From an optimization exercise on the open Yosys and OpenROAD flow, aimed at small area, a short achievable clock period and few clock cycles per item; shortcuts taken in it are not production practice.
In this exercise RTL edits were held to simulation tests only and were not proved equivalent to the original.
No activity file was given, so power comes from the tool's default toggle rates.

==> design.v <==
module bpk_engine (
    input  wire        clk,
    input  wire        rst,
    input  wire        cmd_valid,
    output wire        cmd_ready,
    input  wire [31:0] cmd_word,
    input  wire [31:0] cmd_op0,
    input  wire [31:0] cmd_op1,
    input  wire [31:0] cmd_op2,
    output reg         rsp_valid,
    output reg  [3:0]  rsp_status,
    output reg  [31:0] rsp_result,
    input  wire [3:0]  csr_addr,
    output reg  [31:0] csr_rdata,
    input  wire [7:0]  buf_addr,
    input  wire        buf_we,
    input  wire [31:0] buf_wdata,
    output wire [31:0] buf_rdata,
    output wire        buf_ok
);
    localparam integer BUF_WORDS = 16;
    localparam [1:0] PH_UNBOUND = 2'd0, PH_ACTIVE = 2'd1, PH_DONE = 2'd2, PH_FAILED = 2'd3;
    localparam [3:0] ST_OK       = 4'd0,
                     ST_OVERRUN  = 4'd1,
                     ST_BUDGET   = 4'd2,
                     ST_RANGE    = 4'd3,
                     ST_OUTRANGE = 4'd4,
                     ST_ALIGN    = 4'd5,
                     ST_WIDTH    = 4'd6,
                     ST_ILLEGAL  = 4'd8,
                     ST_NOTREADY = 4'd9;
    localparam [4:0] OPC_BIND  = 5'h01, OPC_BITS  = 5'h02, OPC_CHK   = 5'h03,
                     OPC_FLUSH = 5'h04, OPC_BFR   = 5'h05, OPC_INT   = 5'h06,
                     OPC_F32   = 5'h07, OPC_ALIGN = 5'h09;
    localparam [1:0] S_IDLE = 2'd0, S_DEC = 2'd1, S_EXEC = 2'd2;
    localparam [2:0] K_RESP = 3'd0, K_BIND = 3'd1, K_FLUSH = 3'd2, K_WB = 3'd3, K_RB = 3'd4;
    localparam [1:0] P_NONE = 2'd0, P_RINT = 2'd1, P_RALIGN = 2'd2;
    reg [1:0]  phase;
    reg        dir;
    reg [31:0] cap;
    reg [31:0] cursor;
    reg [63:0] scratch;
    reg [6:0]  sbits;
    reg [31:0] budget;
    reg [3:0]  err;
    reg [31:0] bufmem [0:BUF_WORDS-1];
    reg [1:0]  state;
    reg [31:0] c_word, c_op0, c_op1, c_op2;
    reg [2:0]  d_kind;
    reg [3:0]  d_status;
    reg        d_latch;
    reg [31:0] d_result;
    reg [5:0]  d_w;
    reg [31:0] d_v;
    reg [1:0]  d_post;
    reg [32:0] d_lo, d_hi;
    assign cmd_ready = (state == S_IDLE);
    function [31:0] mask32;
        input [5:0] n;
        begin
            if (n >= 6'd32) mask32 = 32'hFFFFFFFF;
            else            mask32 = (32'd1 << n) - 32'd1;
        end
    endfunction
    function [5:0] bits_for;
        input [31:0] d;
        integer i;
        begin
            bits_for = 6'd0;
            for (i = 0; i < 32; i = i + 1)
                if (d[i]) bits_for = i[5:0] + 6'd1;
        end
    endfunction
    wire [4:0] f_opc   = c_word[4:0];
    wire       f_d     = c_word[5];
    wire       f_s     = c_word[6];
    wire [5:0] f_width = c_word[13:8];
    wire opc_known = (f_opc == OPC_BIND) || (f_opc == OPC_BITS) || (f_opc == OPC_CHK) ||
                     (f_opc == OPC_FLUSH) || (f_opc == OPC_BFR) || (f_opc == OPC_INT) ||
                     (f_opc == OPC_F32) || (f_opc == OPC_ALIGN);
    wire s_allowed = (f_opc == OPC_BFR) || (f_opc == OPC_INT);
    wire w_allowed = (f_opc == OPC_BITS) || (f_opc == OPC_CHK);
    wire illegal = (c_word[31:14] != 18'd0) || c_word[7] || !opc_known ||
                   (f_s && !s_allowed) || ((f_width != 6'd0) && !w_allowed) ||
                   (f_d && (f_opc == OPC_BFR));
    wire [32:0] i_val = {f_s & c_op0[31], c_op0};
    wire [32:0] i_lo  = {f_s & c_op1[31], c_op1};
    wire [32:0] i_hi  = {f_s & c_op2[31], c_op2};
    wire        range_bad = $signed(i_lo) > $signed(i_hi);
    wire        val_bad   = ($signed(i_val) < $signed(i_lo)) || ($signed(i_val) > $signed(i_hi));
    wire [32:0] range_d   = i_hi - i_lo;
    wire [5:0]  range_n   = bits_for(range_d[31:0]);
    wire [32:0] val_code  = i_val - i_lo;
    wire [39:0] wpos_next = {3'd0, cursor, 5'd0} + {33'd0, sbits} + {34'd0, f_width};
    wire [39:0] cap_bits  = {3'd0, cap, 5'd0};
    wire        wchk      = wpos_next > cap_bits;
    wire        rchk      = {26'd0, f_width} > budget;
    wire [2:0]  wpad      = 3'd0 - sbits[2:0];
    wire [2:0]  rpad      = sbits[2:0];
    always @(posedge clk) begin
        if (state == S_DEC) begin
            d_kind   <= K_RESP;
            d_status <= ST_OK;
            d_latch  <= 1'b0;
            d_result <= 32'd0;
            d_w      <= 6'd0;
            d_v      <= 32'd0;
            d_post   <= P_NONE;
            d_lo     <= i_lo;
            d_hi     <= i_hi;
            if (illegal) begin
                d_status <= ST_ILLEGAL;
                d_latch  <= (phase == PH_ACTIVE);
            end else if (f_opc == OPC_BIND) begin
                d_kind <= K_BIND;
            end else if (f_opc == OPC_BFR) begin
                if (range_bad) d_status <= ST_RANGE;
                else           d_result <= {26'd0, range_n};
            end else if (phase != PH_ACTIVE) begin
                d_status <= ST_NOTREADY;
            end else if (f_d != dir) begin
                d_status <= ST_ILLEGAL;
                d_latch  <= 1'b1;
            end else begin
                case (f_opc)
                    OPC_BITS: begin
                        d_kind <= f_d ? K_RB : K_WB;
                        d_w    <= f_width;
                        d_v    <= c_op0;
                    end
                    OPC_CHK: begin
                        d_result <= {31'd0, f_d ? rchk : wchk};
                    end
                    OPC_FLUSH: begin
                        if (!f_d) d_kind <= K_FLUSH;
                    end
                    OPC_INT: begin
                        if (range_bad) begin
                            d_status <= ST_RANGE;
                            d_latch  <= 1'b1;
                        end else if (!f_d && val_bad) begin
                            d_status <= ST_OUTRANGE;
                            d_latch  <= 1'b1;
                        end else begin
                            d_kind <= f_d ? K_RB : K_WB;
                            d_w    <= range_n;
                            d_v    <= val_code[31:0];
                            d_post <= f_d ? P_RINT : P_NONE;
                        end
                    end
                    OPC_F32: begin
                        d_kind <= f_d ? K_RB : K_WB;
                        d_w    <= 6'd32;
                        d_v    <= c_op0;
                    end
                    default: begin  
                        d_kind <= f_d ? K_RB : K_WB;
                        d_w    <= {3'd0, f_d ? rpad : wpad};
                        d_v    <= 32'd0;
                        d_post <= f_d ? P_RALIGN : P_NONE;
                    end
                endcase
            end
        end
    end
    wire [63:0] wb_scr  = scratch | ({32'd0, d_v & mask32(d_w)} << sbits);
    wire [6:0]  wb_bits = sbits + {1'b0, d_w};
    wire        wb_over = ({3'd0, cursor, 5'd0} + {33'd0, sbits} + {34'd0, d_w}) > cap_bits;
    wire        rb_fill  = sbits < {1'b0, d_w};
    wire [31:0] rd_word  = bufmem[cursor[3:0]];
    wire [63:0] rb_scr   = rb_fill ? (scratch | ({32'd0, rd_word} << sbits)) : scratch;
    wire [6:0]  rb_bits  = rb_fill ? (sbits + 7'd32) : sbits;
    wire [31:0] rb_val   = rb_scr[31:0] & mask32(d_w);
    wire        rb_short = {26'd0, d_w} > budget;
    wire [33:0] rint_v   = {2'b00, rb_val} + {d_lo[32], d_lo};
    wire        rint_bad = $signed(rint_v) > $signed({d_hi[32], d_hi});
    wire        hb_in_range = (buf_addr < 8'd16);
    assign buf_rdata = hb_in_range ? bufmem[buf_addr[3:0]] : 32'd0;
    assign buf_ok    = hb_in_range && (!buf_we || (phase != PH_ACTIVE));
    always @(posedge clk) begin
        if (buf_we && buf_ok)
            bufmem[buf_addr[3:0]] <= buf_wdata;
        if (state == S_EXEC) begin
            if (d_kind == K_WB && d_w <= 6'd32 && !wb_over && wb_bits >= 7'd32)
                bufmem[cursor[3:0]] <= wb_scr[31:0];
            if (d_kind == K_FLUSH && sbits != 7'd0)
                bufmem[cursor[3:0]] <= scratch[31:0];
        end
    end
    reg       ex_fail;
    reg [3:0] ex_code;
    always @(posedge clk) begin
        ex_fail = 1'b0;
        ex_code = ST_OK;
        if (rst) begin
            state      <= S_IDLE;
            phase      <= PH_UNBOUND;
            dir        <= 1'b0;
            cap        <= 32'd0;
            cursor     <= 32'd0;
            scratch    <= 64'd0;
            sbits      <= 7'd0;
            budget     <= 32'd0;
            err        <= ST_OK;
            rsp_valid  <= 1'b0;
            rsp_status <= ST_OK;
            rsp_result <= 32'd0;
        end else begin
            rsp_valid <= 1'b0;
            case (state)
                S_IDLE: begin
                    if (cmd_valid) begin
                        c_word <= cmd_word;
                        c_op0  <= cmd_op0;
                        c_op1  <= cmd_op1;
                        c_op2  <= cmd_op2;
                        state  <= S_DEC;
                    end
                end
                S_DEC: begin
                    state <= S_EXEC;
                end
                default: begin  
                    state      <= S_IDLE;
                    rsp_valid  <= 1'b1;
                    rsp_status <= ST_OK;
                    rsp_result <= 32'd0;
                    case (d_kind)
                        K_RESP: begin
                            if (d_latch) begin ex_fail = 1'b1; ex_code = d_status; end
                            else begin
                                rsp_status <= d_status;
                                rsp_result <= (d_status == ST_OK) ? d_result : 32'd0;
                            end
                        end
                        K_BIND: begin
                            if (c_op0 > BUF_WORDS) begin
                                rsp_status <= ST_ILLEGAL;
                                err        <= ST_ILLEGAL;
                                phase      <= PH_FAILED;
                            end else begin
                                dir     <= c_word[5];
                                cap     <= c_op0;
                                cursor  <= 32'd0;
                                scratch <= 64'd0;
                                sbits   <= 7'd0;
                                budget  <= c_word[5] ? {c_op0[26:0], 5'd0} : 32'd0;
                                err     <= ST_OK;
                                phase   <= PH_ACTIVE;
                            end
                        end
                        K_FLUSH: begin
                            if (sbits != 7'd0) begin
                                cursor  <= cursor + 32'd1;
                                scratch <= 64'd0;
                                sbits   <= 7'd0;
                            end
                            phase <= PH_DONE;
                        end
                        K_WB: begin
                            if (d_w > 6'd32) begin ex_fail = 1'b1; ex_code = ST_WIDTH; end
                            else if (wb_over) begin ex_fail = 1'b1; ex_code = ST_OVERRUN; end
                            else if (wb_bits >= 7'd32) begin
                                cursor  <= cursor + 32'd1;
                                scratch <= wb_scr >> 32;
                                sbits   <= wb_bits - 7'd32;
                            end else begin
                                scratch <= wb_scr;
                                sbits   <= wb_bits;
                            end
                        end
                        default: begin  
                            if (d_w > 6'd32) begin ex_fail = 1'b1; ex_code = ST_WIDTH; end
                            else if (rb_short) begin ex_fail = 1'b1; ex_code = ST_BUDGET; end
                            else begin
                                if (rb_fill) cursor <= cursor + 32'd1;
                                scratch <= rb_scr >> d_w;
                                sbits   <= rb_bits - {1'b0, d_w};
                                budget  <= budget - {26'd0, d_w};
                                if (d_post == P_RINT) begin
                                    if (rint_bad) begin ex_fail = 1'b1; ex_code = ST_OUTRANGE; end
                                    else rsp_result <= rint_v[31:0];
                                end else if (d_post == P_RALIGN) begin
                                    if (rb_val != 32'd0) begin ex_fail = 1'b1; ex_code = ST_ALIGN; end
                                end else begin
                                    rsp_result <= rb_val;
                                end
                            end
                        end
                    endcase
                    if (ex_fail) begin
                        rsp_status <= ex_code;
                        if (err == ST_OK) err <= ex_code;
                        phase <= PH_FAILED;
                    end
                end
            endcase
        end
    end
    wire [31:0] bitpos = (phase == PH_UNBOUND) ? 32'd0 :
                         dir ? ({cursor[26:0], 5'd0} - {25'd0, sbits})
                             : ({cursor[26:0], 5'd0} + {25'd0, sbits});
    always @(*) begin
        case (csr_addr)
            4'h0:    csr_rdata = {29'd0, dir, phase};
            4'h1:    csr_rdata = {28'd0, err};
            4'h2:    csr_rdata = cap;
            4'h3:    csr_rdata = cursor;
            4'h4:    csr_rdata = scratch[31:0];
            4'h5:    csr_rdata = scratch[63:32];
            4'h6:    csr_rdata = {25'd0, sbits};
            4'h7:    csr_rdata = budget;
            4'h8:    csr_rdata = bitpos;
            4'h9:    csr_rdata = BUF_WORDS;
            default: csr_rdata = 32'd0;
        endcase
    end
endmodule
==> run.sh <==
#!/bin/bash
# synth_recipe.tcl (not shown) runs the flow's synth.tcl, then flattens the netlist and writes it again
# the make line also repeats each setting of config.mk as NAME=value (left out here)
make -C /OpenROAD-flow-scripts/flow DESIGN_CONFIG=/design/flow/config.mk WORK_HOME=/design/flow/orfs CLKGATE_MAP_FILE= SYNTH_SCRIPT=/design/flow/synth_recipe.tcl finish
==> config.mk <==
export PLATFORM = sky130hd
export DESIGN_NAME = bpk_engine
export DESIGN_NICKNAME = bpk_engine
export VERILOG_FILES = /design/flow/design.v
export SDC_FILE = /design/flow/constraint.sdc
export NUM_CORES = 4
export LEC_CHECK = 0
export CAP_MARGIN = 20
export CORE_MARGIN = 2
export CORE_UTILIZATION = 40
export PLACE_DENSITY = 0.6
export SLEW_MARGIN = 20
==> constraint.sdc <==
create_clock -name core_clock -period 14.0 [get_ports {clk}]
set_input_delay 2.8000 -clock core_clock [delete_from_list [all_inputs] [get_ports {clk}]]
set_output_delay 2.8000 -clock core_clock [all_outputs]
set_load 0.01 [all_outputs]
==> metrics.yaml <==
power.clock.fraction: 0.417
pwr-share-comb: 0.145
dp_hpwl_um: 282000
async_flop_share: 0
floorplan.rows: 156
hold_viol_final: 0
globalRouteOverflowTotal: 0
synth-warning-count: 1
crit_path_end_kind: "flip-flop"
final.setup.tns_ps: 0
power_per_cell_area_nw_per_um2: 88.8
starting_utilization_of_the_core_area: 0.403
synth_area_um2: 72900
mean_number_of_vias_per_cell: 6.67
relSlewSlack: 0.0638
layout.nets: 8292
synth-seq-cells: 977
timing.hold.worst.start: "rsp_status[3]"
timing.setup.critical_path_class: "flip-flop to flip-flop"
drive_above_1_share: 0.128
switching_share: 0.283
synth.distinct_cells: 90
leak_pwr_nw: 30.5
post_synth_edffs: 760
seq_area_frac_synth: 0.373
yosysTopAreaCell: "sky130_fd_sc_hd__edfxtp_1"
preCtsSetupSlack_ps: 3630
count_of_instances_resized_after_the_clock_tree_is_built: 0
portBuffers: 278
synth_top_area_share: 0.313
areaGrowthSynthToFinish_pct: 13.0
setup_repair_after_global_routing_missed_its_margin: "no"
fin_cells: 10300
cts_root_buffer: "sky130_fd_sc_hd__clkbuf_16"
postcts_setup_bufs: 0
clock_slew_at_the_register_clock_pins_of_the_worst_setup_and_hold_paths_ps: 70
critical-path-slowest-cell: "sky130_fd_sc_hd__nor2_1"
core_area_um2: 181000
chipWidth_um: 431
vias_post_dr: 68600
timing.critical_path.slowest_cell_delay_ps: 780
clock_latency_ps: 830
detail_route.wirelength_um: 373000
pin_count_of_the_biggest_net_entering_global_routing: 135
first_pass_grt_wire_length_um: 513000
die_height_um: 431
critical_path_arrival_ps: 11210
number_of_global_route_vias_before_repair: 64300
status: "complete, no violations"
finalCriticalPeriod_ps: 10450
power_report.internal_total_mw: 5.24
hold_buffers: 0
track_usage: 0.391
fin_ws_ps: 3550
final-max-slew-violation-count: 0
die_area_um2: 186000
setup_viol_count_final: 0
drt-wirelength-per-cell_um: 36.3
clock-skew-final_ps: 69.0
number_of_sinks_on_the_clock_net: 977
nFillCells: 17200
synth_nets: 8295
drc: 0
max_cap_violations: 0
achievable-frequency_mhz: 95.7
post_synthesis_average_cell_area_um2: 9.32
cts_max_level: 3
synth_top_cells_by_area: "sky130_fd_sc_hd__edfxtp_1, sky130_fd_sc_hd__mux4_2, sky130_fd_sc_hd__dfxtp_1"
cts_made_buffers: 112
worst-slew-pin-transition_ps: 1400
start_kind: "flip-flop"
critPathRequiredTime_ps: 14760
synthFlopType: "sky130_fd_sc_hd__edfxtp_1"
crit_path_max_fanout: 26
post-place-cells: 10100
power_frac_seq: 0.438
synthesized_instance_count: 7819
antenna_left: 0
min_path_type: "flip-flop to flip-flop"
clock_tree_from_tritoncts: "built"
p_sw_mw: 2.07
place_congestion: 1.07
drt-initial-drc-count: 10700
power.total_mw: 7.32
min_period_over_period: 0.747
cts.path.max_buffers: 3
antenna_found_initial: 26
ir_worst_vdd_uv: 98.4
top_level_ports: 279
drt-pass1-iter-count: 9
[per-layer routing]
layer / up-vias / global-route usage / wire [µm]
li1: 29100 / - / -
met3: 791 / 0.0948 / 42800
met5: - / 0 / 129
met1: 34200 / 0.548 / 153000
met2: 4470 / 0.560 / 155000
met4: 20 / 0.193 / 21900
[through the flow]
stage                     hold WS [ps]  utilization  cell area (µm²)
after floorplan                    452            -            72900
after global placement             463        0.434            78500
after detailed placement           473        0.434            78600
after CTS                          496        0.455            82300
after global routing               504        0.455            82300
final                              490        0.455            82300
[worst paths after layout]
kind                                  endpoint  slack (ps)  depth (start not counted)
worst max-delay path            rsp_result[30]        3550                         31
worst min-delay path             rsp_status[3]         490                          2
worst max register to register  rsp_result[30]        3550                         31
worst min register to register   rsp_status[3]         490                          2
[Yosys cell counts, drive strengths merged (16+ instances only)]
cell type / count
o21ai: 856
inv: 274
ha: 292
nor2: 708
or2: 38
nand2: 955
a222oi: 27
and2: 83
o21a: 41
a21oi: 467
clkbuf: 514
xnor2: 161
nand2b: 61
nor2b: 60
a22oi: 107
a31oi: 48
and3: 31
mux2i: 249
o22ai: 47
xor2: 93
a311oi: 17
o21bai: 28
o211ai: 62
nand3: 133
o221ai: 32
or3: 40
or4: 16
edfxtp: 760
nand4: 56
mux4: 344
dfxtp: 217
a211o: 19
nor4: 72
o31ai: 28
a211oi: 101
buf: 129
nor3: 146
a22o: 21
a21o: 109
mux2: 105
a221oi: 46
[state kept, by name, indices dropped and copies added (netlist names), 2 cells and up, named ones only]
register    cells
c_op1          32
c_word         32
d_status        4
bufmem        512
d_result        6
c_op0          32
d_lo           33
rsp_result     32
c_op2          32
d_kind          3
rsp_status      4
scratch        64
state           2
d_w             6
d_v            32
cap            32
err             4
budget         32
cursor         32
sbits           7
phase           2
d_hi           33
d_post          2
[cell usage in the layout (no fill, tap or decap), types with 56 or more instances in the layout]
cell                              netlist  routed
sky130_fd_sc_hd__a211oi_1             101      99
sky130_fd_sc_hd__a21o_1               109     109
sky130_fd_sc_hd__a21oi_1              467     457
sky130_fd_sc_hd__a22oi_1              107     107
sky130_fd_sc_hd__and2_1                81      80
sky130_fd_sc_hd__buf_4                  7     235
sky130_fd_sc_hd__clkbuf_16              0     115
sky130_fd_sc_hd__clkdlybuf4s50_1        0     273
sky130_fd_sc_hd__dfxtp_1              217     207
sky130_fd_sc_hd__edfxtp_1             760     760
sky130_fd_sc_hd__ha_1                 292     292
sky130_fd_sc_hd__inv_1                273     266
sky130_fd_sc_hd__mux2_2               102     102
sky130_fd_sc_hd__mux2i_1              249     249
sky130_fd_sc_hd__mux4_2               344     344
sky130_fd_sc_hd__nand2_1              955     939
sky130_fd_sc_hd__nand2b_1              61      61
sky130_fd_sc_hd__nand3_1              133     133
sky130_fd_sc_hd__nand4_1               56      56
sky130_fd_sc_hd__nor2_1               708     697
sky130_fd_sc_hd__nor2b_1               60      58
sky130_fd_sc_hd__nor3_1               146     139
sky130_fd_sc_hd__nor4_1                72      71
sky130_fd_sc_hd__o211ai_1              62      62
sky130_fd_sc_hd__o21ai_0              853     837
sky130_fd_sc_hd__xnor2_1              161     161
sky130_fd_sc_hd__xor2_1                93      93
[power groups by stage]
stage	Combinational (mW)	Clock, mW	Sequential [mW]
after floorplan	0.620	0	3.25
after global placement	1.02	0	3.27
after detailed placement	1.02	0	3.27
after CTS	1.03	3.08	3.21
after global routing	1.12	3.17	3.21
final	1.06	3.05	3.21
[critical path, delay by kind of cell (launching register included)]
family                   cells  cell delay, ps
adder cells (fa/ha/maj)      4            1290
AO/OA/AOI/OAI               11            3460
multiplexers                 1             580
AND/OR/NAND/NOR              9            3080
buffers and inverters        5            1340
flip-flops                   1             390
XOR/XNOR                     1             180
[layout make-up]
class,count,area [µm²],area share
tap,2370,2970,0.0360
timing repair buffer,526,4790,0.0582
clock buffer,147,3070,0.0373
antenna,13,32.5,0.000395
multi-input combinational,5924,42600,0.518
clock inverter,55,636,0.00772
sequential,977,27200,0.330
inverter,275,1030,0.0126
[cells by family (layout without fill, tap and decap cells)]
kind of cell | count (synthesis) | after routing | share of synthesized area
flops | 977 | 977 | 0.373
mux | 698 | 698 | 0.157
other cells | 0 | 13 | 0
fa+ha+maj | 305 | 305 | 0.0530
compound gates | 2210 | 2210 | 0.188
simple gates | 2457 | 2457 | 0.151
buf+inv | 918 | 1003 | 0.0485
xor+xnor | 254 | 254 | 0.0305
Testbench counts, summed over its fixed seeds: cycles 17,210, cmds 5,734.

-- port drivers added, routing unchanged --
The results above use ideal ports. As a check the final layout listed here was re-extracted and re-timed, cells and wires unchanged. Step 1: set_driving_cell puts a clkbuf_16 on clk and a buf_2 on each other input, an assumption about the parent block. Step 2 moves the port delays by t, midway between the first and last clock arrival at a register: inputs arrive t later, outputs are due t later. That takes back most of the time a late clock gives input paths. Slacks: ideal ports / drivers / drivers and shift; pairs: ideal ports / drivers.
t (ns): 0.891
slack for setup (ns): 3.546 / 3.546 / 3.546
worst setup path at the end: register to register
worst slew at a driven data input, ns: 0.18
pins driven straight from the clock port: 1
After both steps setup and hold are still met in this run. The setup slack of this run moves by 0.000 ns with the drivers and by 0.000 ns with both steps.
